Source: an optimization exercise on an open RTL-to-GDS flow (aim: a short achievable clock period and few clock cycles). Production flows keep margins and buffers that such runs may drop.
The RTL was checked by simulation tests, not by an equivalence proof against the original design.
Power figures rest on the tool's default switching activity, not on a simulated workload.

**design/flow/run.sh**
```bash
#!/bin/bash
# synth_recipe.tcl (not shown) runs the flow's synth.tcl, then flattens the netlist and writes it again
# the make line also repeats each setting of config.mk as NAME=value (left out here)
make -C /OpenROAD-flow-scripts/flow DESIGN_CONFIG=/design/flow/config.mk WORK_HOME=/design/flow/orfs CLKGATE_MAP_FILE= SYNTH_SCRIPT=/design/flow/synth_recipe.tcl finish
```
**design/flow/config.mk**
```make
export PLATFORM = sky130hd
export DESIGN_NAME = tho_core
export DESIGN_NICKNAME = tho_core
export VERILOG_FILES = /design/flow/design.v
export SDC_FILE = /design/flow/constraint.sdc
export NUM_CORES = 4
export LEC_CHECK = 0
export CAP_MARGIN = 20
export CORE_MARGIN = 2
export CORE_UTILIZATION = 40
export SLEW_MARGIN = 20
```
**design/flow/constraint.sdc**
```tcl
create_clock -name core_clock -period 4.5 [get_ports {clk}]
set_input_delay 0.9000 -clock core_clock [delete_from_list [all_inputs] [get_ports {clk}]]
set_output_delay 0.9000 -clock core_clock [all_outputs]
set_load 0.01 [all_outputs]
```
**design/flow/design.v**
```verilog
module tho_core (
    input  wire        clk,
    input  wire        rst,           
    input  wire [7:0]  prog_len,      
    output wire [7:0]  imem_addr,     
    input  wire [15:0] imem_data,     
    output reg         retire_valid,  
    output reg         out_valid,     
    output reg  [3:0]  out_data,      
    output reg  [1:0]  run_state,     
    output reg  [3:0]  fault_op,
    output reg  [7:0]  fault_pc,
    output reg  [3:0]  acc,
    output reg         zf,
    output reg         cf,
    output reg  [7:0]  pc,
    output wire [63:0] mem            
);
    localparam [1:0] RS_RUNNING = 2'd0,
                     RS_HALTED  = 2'd1,
                     RS_ENDED   = 2'd2,
                     RS_FAULTED = 2'd3;
    localparam NB = 8;
    reg [63:0] dmem;
    reg [7:0]  fa;         
    reg        wv;         
    reg        pc_ge;      
    reg [15:0] tge;        
    reg [7:0]  plen;
    reg        rst_d, rst_dd;
    reg [NB-1:0] bv;
    reg [7:0]    btag [0:NB-1];
    reg [3:0]    bop  [0:NB-1];
    reg [3:0]    btgt [0:NB-1];
    reg [NB-1:0] rr;         
    reg          cur_hit;    
    assign mem       = dmem;
    assign imem_addr = fa;
    wire [3:0] op = imem_data[15:12];
    wire [3:0] p1 = imem_data[11:8];
    wire [3:0] p2 = imem_data[7:4];
    wire running = (run_state == RS_RUNNING);
    wire exec    = running & wv & ~pc_ge;
    reg [3:0] r_lda [0:15];
    reg [3:0] r_add [0:15];
    reg [3:0] r_sub [0:15];
    reg [15:0] z_lda, z_add, z_sub, c_add, c_sub;
    integer i;
    always @(*) begin
        for (i = 0; i < 16; i = i + 1) begin
            r_lda[i] = dmem[4*i +: 4];
            {c_add[i], r_add[i]} = {1'b0, acc} + {1'b0, dmem[4*i +: 4]};
            {c_sub[i], r_sub[i]} = {1'b0, acc} - {1'b0, dmem[4*i +: 4]};
            z_lda[i] = (r_lda[i] == 4'd0);
            z_add[i] = (r_add[i] == 4'd0);
            z_sub[i] = (r_sub[i] == 4'd0);
        end
    end
    wire is_lda = (op == 4'd1);
    wire is_sta = (op == 4'd2);
    wire is_sto = (op == 4'd3);
    wire is_add = (op == 4'd4);
    wire is_sub = (op == 4'd5);
    wire is_out = (op == 4'd11);
    wire is_hlt = (op == 4'd12);
    wire is_ill = (op >= 4'd13);
    wire is_jmp = (op >= 4'd6) && (op <= 4'd10);
    wire cond_ok = (op == 4'd6) | ((op == 4'd7) & cf) | ((op == 4'd8) & ~cf) |
                   ((op == 4'd9) & zf) | ((op == 4'd10) & ~zf);
    wire taken = exec & cond_ok;
    wire [7:0] pc_inc  = pc + 8'd1;
    wire       inc_ge  = (pc_inc >= plen);
    wire [7:0] next_pc = cond_ok ? {4'd0, p1} : pc_inc;
    wire       next_ge = cond_ok ? tge[p1] : inc_ge;
    wire alu_wr = exec & (is_lda | is_add | is_sub);
    wire zf_n = ~alu_wr ? zf : is_lda ? z_lda[p1] : is_add ? z_add[p1] : z_sub[p1];
    wire cf_n = ~alu_wr ? cf : is_lda ? 1'b0      : is_add ? c_add[p1] : c_sub[p1];
    wire [3:0] acc_n = is_lda ? r_lda[p1] : is_add ? r_add[p1] : r_sub[p1];
    reg [NB-1:0] hit_v;
    reg [3:0]    ptgt;
    reg [3:0]    pk;           
    integer e;
    always @(*) begin
        ptgt = 4'd0;
        pk   = 4'd0;
        for (e = 0; e < NB; e = e + 1) begin
            hit_v[e] = bv[e] & (btag[e] == fa);
            if (hit_v[e]) begin
                ptgt = ptgt | btgt[e];
                case (bop[e])
                    4'd6:  pk = pk | 4'b1111;
                    4'd7:  pk = pk | 4'b1010;    
                    4'd8:  pk = pk | 4'b0101;    
                    4'd9:  pk = pk | 4'b1100;    
                    default: pk = pk | 4'b0011;  
                endcase
            end
        end
    end
    wire       phit   = |hit_v;
    wire       ptaken = pk[{zf_n, cf_n}];
    wire [7:0] fa_inc = fa + 8'd1;
    wire [7:0] pred   = ptaken ? {4'd0, ptgt} : fa_inc;
    wire match = cond_ok ? (fa == {4'd0, p1}) : (fa == pc_inc);
    always @(posedge clk) begin
        rst_d  <= rst;
        rst_dd <= rst_d;
        if (rst) begin
            pc           <= 8'd0;
            acc          <= 4'd0;
            zf           <= 1'b1;
            cf           <= 1'b0;
            dmem         <= 64'd0;
            run_state    <= RS_RUNNING;
            fault_op     <= 4'd0;
            fault_pc     <= 8'd0;
            retire_valid <= 1'b0;
            out_valid    <= 1'b0;
            out_data     <= 4'd0;
            plen         <= prog_len;
            pc_ge        <= (prog_len == 8'd0);
            for (i = 0; i < 16; i = i + 1)
                tge[i] <= (i[7:0] >= prog_len);
            bv           <= {NB{1'b0}};
            rr           <= {{(NB-1){1'b0}}, 1'b1};
            cur_hit      <= 1'b0;
            if (!rst_d) begin
                fa <= 8'd0;
                wv <= 1'b0;
            end else if (!rst_dd) begin
                fa <= 8'd1;
                wv <= 1'b1;
            end else begin
                fa <= 8'd0;
                wv <= 1'b0;
            end
        end else begin
            retire_valid <= 1'b0;
            out_valid    <= 1'b0;
            if (running) begin
                cur_hit <= phit;
                if (pc_ge) begin
                    run_state <= RS_ENDED;
                end else if (!wv) begin
                    wv <= 1'b1;
                    fa <= pred;
                end else if (is_ill) begin
                    run_state <= RS_FAULTED;
                    fault_op  <= op;
                    fault_pc  <= pc;
                end else begin
                    retire_valid <= 1'b1;
                    if (is_hlt) begin
                        run_state <= RS_HALTED;
                    end else begin
                        pc <= next_pc;
                        if (next_ge)
                            run_state <= RS_ENDED;
                        wv <= match;
                        fa <= match ? pred : next_pc;
                    end
                    if (is_lda | is_add | is_sub) begin
                        acc <= acc_n;
                        zf  <= zf_n;
                        cf  <= cf_n;
                    end
                    if (is_sta | is_sto)
                        dmem[{p1, 2'b00} +: 4] <= is_sto ? p2 : acc;
                    if (is_out) begin
                        out_valid <= 1'b1;
                        out_data  <= acc;
                    end
                    if (is_jmp & ~cur_hit) begin
                        for (e = 0; e < NB; e = e + 1) begin
                            if (rr[e]) begin
                                bv[e]   <= 1'b1;
                                btag[e] <= pc;
                                bop[e]  <= op;
                                btgt[e] <= p1;
                            end
                        end
                        rr <= {rr[NB-2:0], rr[NB-1]};
                    end
                end
            end
        end
    end
endmodule
```
==> results_dict.tcl, run 1 <==
set metrics [dict create \
    synthCells 1898 \
    core_area_um2 45200 \
    yosysTopAreaCell "edfxtp_1" \
    port_buffers 127 \
    fin_crit_sh_pct 94.8 \
    start_util_pct 40.3 \
    num_antenna_cells 0 \
    rsz0062_at_grt "false" \
    path_clk_slew_ns 0.06 \
    die_w_um 217 \
    cts-root-buf "clkbuf_16" \
    clock-sinks 278 \
    drt-initial-drc-count 1817 \
    cts_tree "yes" \
    grtUsageTotal_pct 30.9 \
    fin_util_pct 49.5 \
    drv_slew 0 \
    power.leakage_nw 8.40 \
    cpMostUsedCell "buf_4" \
    cp.arrival_ns 4.59 \
    area.sequential_um2 7180 \
    worst_slew_pin_slew_ns 1.02 \
    syn_area_per_cell_um2 9.60 \
    fin_area_um2 22400 \
    ant_nets 0 \
    place_area_um2 21300 \
    fillers 4132 \
    path_class "input port to flop" \
    die_h_um 217 \
    route.met3.wl_um 6440 \
    cp_top_family "buffers and inverters" \
    hold_class "flop to flop" \
    cts_inserted_buffers 31 \
    synthTopCellsByCount "nor2_1, edfxtp_1, ha_1" \
    area_delta_synth_final_pct 22.9 \
    post_drt_wl_per_cell_um 26.7 \
    required_ns 4.82 \
    drc 0 \
    critPathCaptureType "flop" \
    grt_max_degree 108 \
    cts-htree-levels 1 \
    fmax_mhz 234 \
    gr-total-overflow 0 \
    synth_seq_area_share_pct 39.4 \
    die_area_um2 47300 \
    ios 132 \
    synth.top_cells.by_area "edfxtp_1, dfxtp_1, ha_1, xnor2_1, fa_1" \
    pre_cts_ws_ns -0.289 \
    drive_above_1_share_pct 11.8 \
    setup_violations 0 \
    top_layer_used "met5" \
    crit_chain "clkdlybuf4s50_1 > buf_4 > nor4b_4 > buf_4 > buf_12 > o21ai_0 > a211oi_1 > buf_4 > nand4_1 > o31ai_2 > buf_4 > nand4_1 > o2bb2ai_1 > buf_4 > or4_1 > a31oi_1" \
    vias_per_cell 5.99 \
    fin_tns_setup_ns 0 \
    post_synth_num_cell_types 84 \
    synthMostInstantiatedCell "nor2_1" \
    power_density_nw_per_um2 272 \
    antenna_found_initial 3 \
    crit_path_max_incr_delay_ns 0.48 \
    routed_wl_um 74100 \
    synth-main-ff-cell "edfxtp_1" \
    grt_pass1_wl_um 107000 \
    hpwl_um 55800 \
    status "timing/DRC/antenna clean" \
    slew_headroom_pct 31.9 \
    fin_nets 2350 \
    netlist.area_leader.share_pct 26.5 \
    num_rows 78 \
    hold_buffers 0 \
    crit_buf_inv 7 \
    fin_worst_skew_ns 0.0260 \
    peakVddDrop_v 0.000330 \
    grt_pass1_vias 15900 \
    startpoint_type "input port" \
    dr_wl_met2_um 33000 \
    syn-cell-area_um2 18200 \
    cp_slowest_cell "clkdlybuf4s50_1" \
    async_flop_share_pct 0 \
    multiInputGateArea_um2 10200 \
    ys_seq_elements 278 \
    met1Wirelength_um 31700 \
    ys_warn_count 7 \
    first_pass_iters 5 \
    clock_latency_ns 0.61 \
    synth_nets 2099 \
    hold_viol 0 \
    fin_crit_ns 4.27 \
    gp_congestion 1.08 \
    cts_buffer_depth 3 \
    drv_cap 0 \
    fin_ws_ns 0.232 \
    cp_max_fo 21 \
    num_vias 16600 \
    synth_edf_count 161 \
]
[cell type report]
class                   instances  area share [%]
multi-input cells            1415            45.8
well taps                     600            3.35
repair buffers                306            12.3
inverters                     117            2.00
clock inverters                 5           0.402
clock buffers                  53            4.11
flip-flops and latches        278            32.1
[metal layers]
layer | vias to the layer above | track usage [%]
li1 | 7498 | -
met1 | 8132 | 42.3
met2 | 817 | 48.1
met3 | 166 | 6.42
met4 | 4 | 11.4
met5 | - | 0
[sequential cells by signal (all words and copies together), names as in the netlist, 2 cells and up]
name and flops:
btgt 32, fault_pc 8, plen 8, bop 32
dmem 64, btag 64, fault_op 4, run_state 2
rr 8, tge 15, out_data 4, pc 8
acc 4, bv 8, fa 8
[worst register-to-register path, delay by kind of cell, from the launching register on]
family                   cells  cell delay [ns]
flip-flops                   1             0.71
AND/OR/NAND/NOR              4             0.50
adder cells (fa/ha/maj)      1             0.45
buffers and inverters        3             0.59
AO/OA/AOI/OAI                6             1.65
[cells in the final DEF (no fill, tap or decap), drive strengths merged, types with 72 or more instances in the layout]
master / n
a21oi: 85
buf: 181
clkdlybuf4s50: 125
dfxtp: 117
edfxtp: 161
ha: 143
inv: 114
nand2: 133
nor2: 168
o21ai: 72
xnor2: 108
[logic make-up after synthesis]
logic type	synth area share, %
buffers and inverters	4.44
xor gates and xnor gates	6.39
AOI/OAI and AO/OA	17.4
and+or+nand+nor	17.3
muxes	1.69
adders and majority gates	13.3
DFF	39.4
[worst paths after layout]
path                                           from  slack, ns                  end  cells past startpoint
worst max register to register  acc[2]$_SDFFE_PP0P_       0.31  fa[3]$_SDFFCE_PP0P_                     14
worst min-delay path                  rst_d$_DFF_P_       0.35       rst_dd$_DFF_P_                      0
worst min register to register        rst_d$_DFF_P_       0.35       rst_dd$_DFF_P_                      0
worst max-delay path                  imem_data[14]       0.23  fa[3]$_SDFFCE_PP0P_                     16
[report_power, final]
| group | internal [mW] | leakage [nW] | switching (mW) | total (mW) |
|---|---|---|---|---|
| Clock | 1.50 | 0.489 | 1.04 | 2.54 |
| Sequential | 2.72 | 2.44 | 0.0248 | 2.74 |
| Combinational | 0.312 | 5.48 | 0.488 | 0.800 |
[metrics by stage]
step	total power, mW	std cells	hold slack (ns)
final	6.08	2774	0.352
after global routing	6.26	2774	0.366
after CTS	6.10	2771	0.356
after detailed placement	3.58	2713	0.345
after global placement	3.57	2713	0.334
after floorplan	3.22	1898	0.331
[what timing repair did]
action                     CTS  global route
resized for setup            0             1
setup endpoints to repair    0             8
setup buffers                0             3
Testbench counts, summed over its fixed seeds: cycles 74,192.
==> run 2: changes to the inputs <==
--- a/design/flow/design.v
+++ b/design/flow/design.v
@@ -20,7 +20,8 @@
                      RS_HALTED  = 2'd1,
                      RS_ENDED   = 2'd2,
                      RS_FAULTED = 2'd3;
-    localparam NB = 8;
+    localparam NB = 2;
+    localparam EXACT = 0;   
     reg [63:0] dmem;
     reg [7:0]  fa;         
     reg        wv;         
@@ -98,7 +99,7 @@
         end
     end
     wire       phit   = |hit_v;
-    wire       ptaken = pk[{zf_n, cf_n}];
+    wire       ptaken = EXACT ? pk[{zf_n, cf_n}] : pk[{zf, cf}];
     wire [7:0] fa_inc = fa + 8'd1;
     wire [7:0] pred   = ptaken ? {4'd0, ptgt} : fa_inc;
     wire match = cond_ok ? (fa == {4'd0, p1}) : (fa == pc_inc);
--- a/design/flow/config.mk
+++ b/design/flow/config.mk
@@ -8,4 +8,5 @@
 export CAP_MARGIN = 20
 export CORE_MARGIN = 2
 export CORE_UTILIZATION = 40
+export SETUP_SLACK_MARGIN = 2.7
 export SLEW_MARGIN = 20
==> run 2 against run 1 <==
Net effect:
- cell area up 2.5%
- via count down 2.3%
- count of clock-buffer cells in the layout down 34
- still clean on timing, DRC and antenna
- worst hold slack better by 0.030 ns
- sequential cell count down 108
- wire length down 4.0%
- combinational power up 35%
- utilization up 17 points
==> results_dict.tcl, run 2 <==
set metrics [dict create \
    status "timing/DRC/antenna clean" \
    final_cell_mix "buf_4, buf_6, nor2_1" \
    grtUsageTotal_pct 37.5 \
    num_vias 16200 \
    drt-initial-drc-count 2308 \
    gr-total-overflow 0 \
    post_synth_num_cell_types 81 \
    cp_max_fo 6 \
    cts_inserted_buffers 17 \
    vias_per_cell 6.37 \
    gp_congestion 1.06 \
    startpoint_type "flop" \
    cts-htree-levels 4 \
    clock-sinks 170 \
    clock_latency_ns 0.47 \
    port_buffers 127 \
    yosysTopAreaCell "dfxtp_1" \
    peakVddDrop_v 0.000290 \
    drive_above_1_share_pct 48.6 \
    core_area_um2 34500 \
    num_rows 68 \
    crit_buf_inv 3 \
    fin_crit_sh_pct 66.5 \
    fin_ws_ns 1.51 \
    fmax_mhz 334 \
    rr_worst_depth 12 \
    die_h_um 191 \
    synth_edf_count 65 \
    drv_cap 0 \
    synth-main-ff-cell "dfxtp_1" \
    rsz0062_at_grt "true" \
    drv_slew 0 \
    drc 0 \
    synth.top_cells.by_area "dfxtp_1, edfxtp_1, ha_1, nor2_1, fa_1" \
    cp_slowest_cell "fa_2" \
    syn-cell-area_um2 14000 \
    synthCells 1623 \
    pre_cts_ws_ns 0.388 \
    hp-start "rst_d$_DFF_P_" \
    routed_wl_um 71200 \
    crit_chain "buf_12 > buf_8 > ha_1 > inv_1 > fa_2 > o22ai_1 > a22oi_2 > o221ai_2 > or3_1 > a31oi_2 > o32a_1 > a211oi_2" \
    cp.arrival_ns 3.31 \
    synthMostInstantiatedCell "nor2_1" \
    fin_tns_setup_ns 0 \
    largest_reg_flops 64 \
    worst-path-stages 12 \
    async_flop_share_pct 0 \
    fin_nets 2283 \
    path_class "flop to flop" \
    fin_worst_skew_ns 0.0186 \
    cts_tree "yes" \
    synthTopCellsByCount "nor2_1, ha_1, nand2_1" \
    hold_buffers 0 \
    ys_seq_elements 170 \
    required_ns 4.82 \
    ios 132 \
    hold_viol 0 \
    largest_register "dmem" \
    ys_warn_count 7 \
    grt_pass1_vias 15400 \
    area_delta_synth_final_pct 64.1 \
    start_util_pct 40.6 \
    critPathCaptureType "flop" \
    synth_nets 1824 \
    min_path_cells 0 \
    rr_startpoint "acc[0]$_SDFFE_PP0P_" \
    worst_slew_pin_slew_ns 0.903 \
    crit_path_max_incr_delay_ns 0.61 \
    post_drt_wl_per_cell_um 27.9 \
    instances_no_fill 2550 \
    num_antenna_cells 0 \
    slew_headroom_pct 39.8 \
    critPathLaunch "acc[0]$_SDFFE_PP0P_" \
    dpl.cell_count 2171 \
    antenna_found_initial 0 \
    die_area_um2 36500 \
    cp_top_family "compound AO/OA/AOI/OAI gates" \
    grt_max_degree 70 \
    cts_buffer_depth 2 \
    power.leakage_nw 9.18 \
    fillers 2589 \
    syn_area_per_cell_um2 8.61 \
    area.sequential_um2 4370 \
    power_density_nw_per_um2 186 \
    fin_crit_ns 2.99 \
    hold_class "flop to flop" \
    path_clk_slew_ns 0.08 \
    final_common_cell "buf_4" \
    top_regs "dmem: 64 flops, btag: 16 flops, tge: 15 flops" \
    first_pass_iters 6 \
    netlist.area_leader.share_pct 15.0 \
    synth_seq_area_share_pct 29.0 \
    hpwl_um 42400 \
    multiInputGateArea_um2 11400 \
    setup_violations 0 \
    grt_pass1_wl_um 100000 \
    die_w_um 191 \
    ant_nets 0 \
    cts-root-buf "clkbuf_16" \
]
[run 2: cell count changes after synthesis, moves of 19 or more]
| cell | change |
|---|---|
| edfxtp_1 | -96 |
| xnor2_1 | -67 |
| xor2_1 | +32 |
| a211oi_1 | +22 |
| nor2_1 | +22 |
| a21o_1 | -19 |
| nor3_1 | -19 |
[run 2: layer usage]
layer | part of all wire (%) | vias up | GRT usage [%]
li1 | - | 6864 | -
met1 | 39 | 8021 | 49.9
met2 | 43 | 1101 | 56.2
met3 | 12 | 256 | 10.9
met4 | 5.4 | 0 | 16.8
met5 | 0 | - | 0
[run 2: cells by family (layout without fill, tap and decap cells)]
logic type | Yosys count | count (layout) | share of synthesized area [%]
buf+inv | 204 | 668 | 6.06
flops | 170 | 170 | 29.0
simple gates | 538 | 545 | 18.1
fa+ha+maj | 175 | 175 | 17.4
compound gates | 406 | 407 | 20.4
xor+xnor | 100 | 100 | 6.46
mux | 30 | 30 | 2.63
[run 2: cell type report]
| cell class | count | share of cell area (%) |
|---|---|---|
| multi-input combinational | 1257 | 49.7 |
| tap | 455 | 2.48 |
| clock inverter | 13 | 0.698 |
| timing repair buffer | 525 | 24.2 |
| clock buffer | 19 | 1.89 |
| inverter | 111 | 1.97 |
| sequential | 170 | 19.1 |
[run 2: timing repair]
| action | in CTS | in global routing |
|---|---|---|
| hold endpoints to repair | 0 | 0 |
| gates cloned | 15 | 2 |
| setup endpoints to repair | 269 | 256 |
| buffers inserted | 285 | 45 |
| resized for setup | 1188 | 211 |
| pin swaps | 123 | 92 |
[run 2: final timing paths]
path,to,slack [ns]
setup / recovery,acc[1]$_SDFFE_PP0P_,1.51
setup reg to reg,acc[1]$_SDFFE_PP0P_,1.51
hold / removal,rst_dd$_DFF_P_,0.38
hold reg to reg,rst_dd$_DFF_P_,0.38
[run 2: stage by stage]
stage	cell area, um^2	power (mW)	utilization (%)	hold slack [ns]
6_report	22900	4.27	66.6	0.382
5_1_grt	22900	4.38	66.6	0.388
4_1_cts	21700	4.14	62.9	0.368
3_5_place_dp	16100	2.35	46.6	0.357
3_3_place_gp	16100	2.34	46.6	0.356
2_1_floorplan	14300	2.11	-	0.351
[run 2: report_power, final]
group | internal (mW) | total [mW] | switching [mW]
logic | 0.478 | 1.08 | 0.602
clock network | 0.836 | 1.57 | 0.739
registers | 1.59 | 1.62 | 0.0313
total | 2.90 | 4.27 | 1.37
Testbench counts of run 2, summed over its fixed seeds: cycles 74,218.

separate check: timing with driven ports:
The flow's constraints put no driver on any port. The routed layouts listed below were extracted and timed again, unchanged, in two steps.
Step 1 assumes that a clkbuf_16 drives the clock port and a buf_2 every other input.
Step 2 moves the port delays by t, midway between the first and last clock arrival at a register: inputs arrive t later, outputs are due t later. That takes back most of the time a late clock gives input paths.
Three values: no drivers, after step 1, after step 2; two values: the first two.
run | t (ns) | setup WS [ns] | worst hold slack (ns)
run 1 | 0.655 | 0.232 / 0.263 / -0.392 | 0.352 / 0.352 / 0.352
run 2 | 0.518 | 1.509 / 1.509 / 0.996 | 0.382 / 0.382 / 0.382
Met with ideal ports but missed after step 2: setup timing in run 1. For run 1, which loses most, drivers alone change the setup slack by +0.031 ns; drivers and shift together by -0.624 ns.
